From an optimization exercise on the open Yosys and OpenROAD flow, aimed at small area, a short achievable clock period and few clock cycles; shortcuts taken in it are not production practice.
Where RTL was checked, it was by simulation tests only, not by an equivalence proof against the original.

Setup of garnet:
## dani_deframer
module dani_deframer (
    input  wire         clk,
    input  wire         rst,            
    input  wire         cfg_proto,      
    input  wire [3:0]   cfg_ctrl_hi,    
    input  wire [7:0]   cfg_sq_code,    
    input  wire [27:0]  cfg_rsplen,     
    input  wire         in_valid,
    input  wire [7:0]   in_data,
    output wire         in_ready,
    output reg          out_valid,
    input  wire         out_ready,
    output wire [4:0]   out_len,        
    output wire [143:0] out_frame,      
    output wire [15:0]  out_drops       
);
    localparam BUFN = 18;
    reg              proto_q;
    reg              pn_q;      
    localparam [8*BUFN-1:0] INV = {{(8*BUFN-24){1'b1}}, 24'd0};
    reg [8*BUFN-1:0] bufs_q;
    wire [8*BUFN-1:0] buf_q = bufs_q ^ INV;
    reg [4:0]        cnt_q;     
    reg              in_rdy_q;  
    reg [15:0]       drops_q;   
    reg              drop_q;    
    reg              taken_q;   
    reg [4:0]        skip_q;    
    reg              sof0_q;    
    reg [BUFN-1:4]   omn_q;     
    reg              hd_drop;   
    reg              hd_cand;   
    reg [3:0]        hd_v;      
    reg  [BUFN-1:4]  hd_lt;     
    integer j;
    always @(*)
        for (j = 4; j < BUFN; j = j + 1)
            hd_lt[j] = pn_q ? ({1'b0, hd_v} >= j - 4) : ({1'b0, hd_v} >= j - 3);
    integer i;
    function [5:0] hdr_dec;     
        input [7:0] x0, x1, x2;
        input [1:0] p;
        reg         start, hdr, plaus;
        reg  [3:0]  n;
        begin
            if (!proto_q) begin
                start = (x0 == 8'hAA);
                hdr   = (p >= 2'd2);
                plaus = (x1[7:4] == cfg_ctrl_hi) && (x1[3:0] != 4'd0) && (x1[3:0] <= 4'd9);
                n     = x1[3:0];
            end else begin
                start = (x0[7:1] == 7'b1111101);
                hdr   = (p == 2'd3);
                plaus = 1'b1;
                n     = 4'd0;
                if (!x0[0]) begin
                    case (x2)
                        8'hF6: n = 4'd3;
                        8'hF3: n = 4'd1;
                        8'h83: n = 4'd2;
                        8'h9B: n = 4'd1;
  ...
Size: roughly 1700 cells after synthesis, about 220 I/O pins.
Settings: LEC_CHECK=0, CAP_MARGIN=20, CELL_PAD_IN_SITES_DETAIL_PLACEMENT=2, CELL_PAD_IN_SITES_GLOBAL_PLACEMENT=2, CORE_MARGIN=2, CORE_UTILIZATION=30, CTS_CLUSTER_DIAMETER=120, CTS_CLUSTER_SIZE=26, PLACE_DENSITY=0.5, SLEW_MARGIN=50; clock period 28.0 ns.
run.sh (not shown) runs the stock make flow with config.mk's settings and CLKGATE_MAP_FILE= SYNTH_SCRIPT=/design/flow/synth_recipe.tcl, a recipe that flattens the netlist after the stock synthesis.
Testbench counts of garnet, summed over its fixed seeds: cycles 32,298.
#### Input delta (nickel over garnet)
Settings: CORE_UTILIZATION: 30 -> 45; PLACE_DENSITY: 0.5 -> 0.65.
==> flow/flow/run.sh (new file) <==
#!/bin/bash
# Standard layout, except that the port buffers are the small
# sky130_fd_sc_hd__buf_1 instead of the cell buffer_ports picks by itself.
set -euo pipefail
export BUFFER_PORTS_ARGS="-buffer_cell sky130_fd_sc_hd__buf_1"
bash standard.sh > standard.log 2>&1
==> flow/standard.sh (new file) <==
#!/bin/bash
# synth_recipe.tcl (not shown) runs the flow's synth.tcl, then flattens the netlist and writes it again
# the make line also repeats each setting of config.mk as NAME=value (left out here)
make -C /OpenROAD-flow-scripts/flow DESIGN_CONFIG=/design/flow/config.mk WORK_HOME=/design/flow/orfs CLKGATE_MAP_FILE= SYNTH_SCRIPT=/design/flow/synth_recipe.tcl "${@:-finish}"
removed: flow/run.sh
Post-DP HPWL sits lower in nickel than in garnet. On count of fill cells added during filler insertion: between garnet and nickel, it ends up lower for nickel. Fraction of the mapped netlist area in compound gates: garnet vs nickel identical. nickel ends up with lower area growth from synthesis to layout than garnet does. nickel against garnet: overall global routing resource usage picked up an extra 12 points, worst slack at placement has increased, minimum clock period after layout decreased by 0.074 ns relative to the old numbers, final-layout worst hold slack has increased, count of clock buffers in the final design now sits lower. Route | nickel vs garnet | wire shorter in nickel.
Changes in xenon relative to nickel:
Settings: CTS_CLUSTER_SIZE now 32, was 26; CTS_CLUSTER_DIAMETER now 250, was 120; PLACE_DENSITY now 0.5, was 0.65; CORE_UTILIZATION now 30, was 45.
Notes after the runs:
- Lower fmax was reported by nickel, not xenon.
- The total routed wire length on the met1 layer in xenon sits about 14% above the value recorded for nickel.
- Design area: nickel and xenon compared, lower one is nickel
- Area growth from synthesis to final layout, nickel and xenon: smaller value in nickel
- Of nickel and xenon, the lower final worst-path cycle share belongs to xenon.
- Critical path start-end classification = flop to flop: xenon; critical path start-end classification = primary input to flop: nickel
- Between nickel and xenon, the count of mapped cells out of synthesis does not differ in any meaningful way.
- xenon packs its core more loosely than nickel.
- Going from nickel to xenon, the inserted tap cell count was found to have gone up by 224.
- Re register-to-register slack: xenon is 0.21 ns up on nickel.
Input changes introduced in yarrow (baseline for comparison: xenon):
Settings: swapping 50 for 40 in SLEW_MARGIN; swapping 250 for 120 in CTS_CLUSTER_DIAMETER; swapping 32 for 26 in CTS_CLUSTER_SIZE.
Findings:
Having completed the whole flow, yarrow delivered a layout that passed the timing, DRC and antenna checks. Looking at fraction of standard cell area in multi-input logic, yarrow sits 0.16 points below xenon. Placement-stage cell area: yarrow vs xenon, no meaningful difference. Going from xenon to yarrow, critical path depth in cells lost 2; summed area of non-filler cells in the final layout has decreased; number of nets at the end of the flow about even.

## run A
dani_deframer, a different RTL version from the one above (not shown whole).
For scale: ~220 I/O pins, about 16,000 um^2 of cells after synthesis.
Settings: LEC_CHECK=0, CAP_MARGIN=20, CELL_PAD_IN_SITES_DETAIL_PLACEMENT=2, CELL_PAD_IN_SITES_GLOBAL_PLACEMENT=2, CORE_MARGIN=2, CORE_UTILIZATION=30, CTS_CLUSTER_DIAMETER=100, CTS_CLUSTER_SIZE=22, PLACE_DENSITY=0.5, SLEW_MARGIN=20; clock period 28.0 ns.
standard.sh (not shown) runs the stock make flow with config.mk's settings and CLKGATE_MAP_FILE= SYNTH_SCRIPT=/design/flow/synth_recipe.tcl, a recipe that flattens the netlist after the stock synthesis.
==> flow/flow/run.sh <==
#!/bin/bash
# Standard layout, except that the port buffers are the small
# sky130_fd_sc_hd__buf_1 instead of the cell buffer_ports picks by itself.
set -euo pipefail
export BUFFER_PORTS_ARGS="-buffer_cell sky130_fd_sc_hd__buf_1"
bash standard.sh > standard.log 2>&1
The following lists how run B was set up differently from run A:
# run A
export LEC_CHECK = 0
export CAP_MARGIN = 20
export CELL_PAD_IN_SITES_DETAIL_PLACEMENT = 2
export CELL_PAD_IN_SITES_GLOBAL_PLACEMENT = 2
export CORE_MARGIN = 2
export CORE_UTILIZATION = 30
export CTS_CLUSTER_DIAMETER = 100
export CTS_CLUSTER_SIZE = 22
export PLACE_DENSITY = 0.5
export SLEW_MARGIN = 20
create_clock -name core_clock -period 28.0 [get_ports {clk}]
# run B
export LEC_CHECK = 0
export CAP_MARGIN = 50
export CELL_PAD_IN_SITES_DETAIL_PLACEMENT = 2
export CELL_PAD_IN_SITES_GLOBAL_PLACEMENT = 2
export CORE_MARGIN = 2
export CORE_UTILIZATION = 30
export PLACE_DENSITY = 0.5
export SLEW_MARGIN = 80
create_clock -name core_clock -period 28.0 [get_ports {clk}]
## What came out
- Going from run A to run B, cell area grew by more than 10%.
- NOTE wire length of the first global-routing pass run A->run B increased by a few percent
- Row arrival time at the worst endpoint: run B higher / run A lower
- Going from run A to run B, total global-route track usage grows by 1.1 points.
diff inputs: run B => run C
# run B
export LEC_CHECK = 0
export CAP_MARGIN = 50
export CELL_PAD_IN_SITES_DETAIL_PLACEMENT = 2
export CELL_PAD_IN_SITES_GLOBAL_PLACEMENT = 2
export CORE_MARGIN = 2
export CORE_UTILIZATION = 30
export PLACE_DENSITY = 0.5
export SLEW_MARGIN = 80
create_clock -name core_clock -period 28.0 [get_ports {clk}]
# run C
export LEC_CHECK = 0
export CAP_MARGIN = 20
export CELL_PAD_IN_SITES_DETAIL_PLACEMENT = 2
export CELL_PAD_IN_SITES_GLOBAL_PLACEMENT = 2
export CORE_MARGIN = 2
export CORE_UTILIZATION = 30
export PLACE_DENSITY = 0.5
export SLEW_MARGIN = 50
create_clock -name core_clock -period 28.0 [get_ports {clk}]
### Flow results
Beginning of the critical path = cfg_rsplen[0]: run B; beginning of the critical path = out_ready: run C
Compare run B and run C | portion of the clock cycle consumed by the worst path in the final layout lower: run C
Comparing run B and run C, the higher final hold slack is on run C.
Diff run B -> run C | non-clock buffer count | decrease of 46%
Against run B, instance area at placement in run C fell by more than 10%.
On data required time at the worst endpoint, run B and run C are basically level.
Synthesized cell count: run B vs run C identical
Here is what was changed in the inputs of run D compared with run C.
# run C
export LEC_CHECK = 0
export CAP_MARGIN = 20
export CELL_PAD_IN_SITES_DETAIL_PLACEMENT = 2
export CELL_PAD_IN_SITES_GLOBAL_PLACEMENT = 2
export CORE_MARGIN = 2
export CORE_UTILIZATION = 30
export PLACE_DENSITY = 0.5
export SLEW_MARGIN = 50
create_clock -name core_clock -period 28.0 [get_ports {clk}]
# run D
export LEC_CHECK = 0
export CAP_MARGIN = 20
export CELL_PAD_IN_SITES_DETAIL_PLACEMENT = 2
export CELL_PAD_IN_SITES_GLOBAL_PLACEMENT = 2
export CORE_MARGIN = 2
export CORE_UTILIZATION = 30
export PLACE_DENSITY = 0.5
export SLEW_MARGIN = 20
create_clock -name core_clock -period 28.0 [get_ports {clk}]
Findings:
The count of distinct cell types in the synthesized netlist of run D and that of run C are within noise of each other.
Summary of run D over run C: global-route usage shows a reduction of 0.20 points; final worst hold slack comparable.
No run of this note included a check of the RTL's function; only the layout flow was run.

[afterwards: timing with drivers on the ports]
The flow's constraints put no driver on any port. The routed layouts listed below were extracted and timed again, unchanged, in two steps.
Step 1, drivers: a clkbuf_16 drives clk and a buf_2 each remaining input, both assumed.
Step 2 adds t to the input delays and takes it off the output delays; t is the mean of the earliest and latest rising clock arrival at the registers after step 1. Input paths then give back, and output paths get back, about the clock's delay inside the block.
Slacks: ideal ports / drivers / drivers and shift; pairs: ideal ports / drivers.
run	t, ns	slack for setup (ns)	worst hold slack (ns)	worst setup path after step 2	worst data-port slew with drivers (ns)
garnet	0.553	20.097 / 20.120 / 19.567	0.512 / 0.512 / 0.512	input to register	0.09
nickel	0.538	20.171 / 20.204 / 19.666	0.520 / 0.520 / 0.520	input to register	0.04
xenon	0.556	20.466 / 20.466 / 20.187	0.503 / 0.503 / 0.503	input to register	0.06
yarrow	0.558	20.271 / 20.271 / 19.999	0.486 / 0.486 / 0.486	input to register	0.07
run A	0.577	19.819 / 19.839 / 19.262	0.520 / 0.520 / 0.520	input to register	0.04
run B	0.633	19.616 / 19.658 / 19.024	0.510 / 0.510 / 0.510	input to register	0.04
run C	0.647	20.156 / 20.174 / 19.526	0.519 / 0.519 / 0.519	input to register	0.04
run D	0.641	19.869 / 19.893 / 19.251	0.519 / 0.519 / 0.519	input to register	0.04
After both steps every run listed still meets setup and hold. For run C, which loses most, drivers alone change the setup slack by +0.018 ns; drivers and shift together by -0.630 ns.
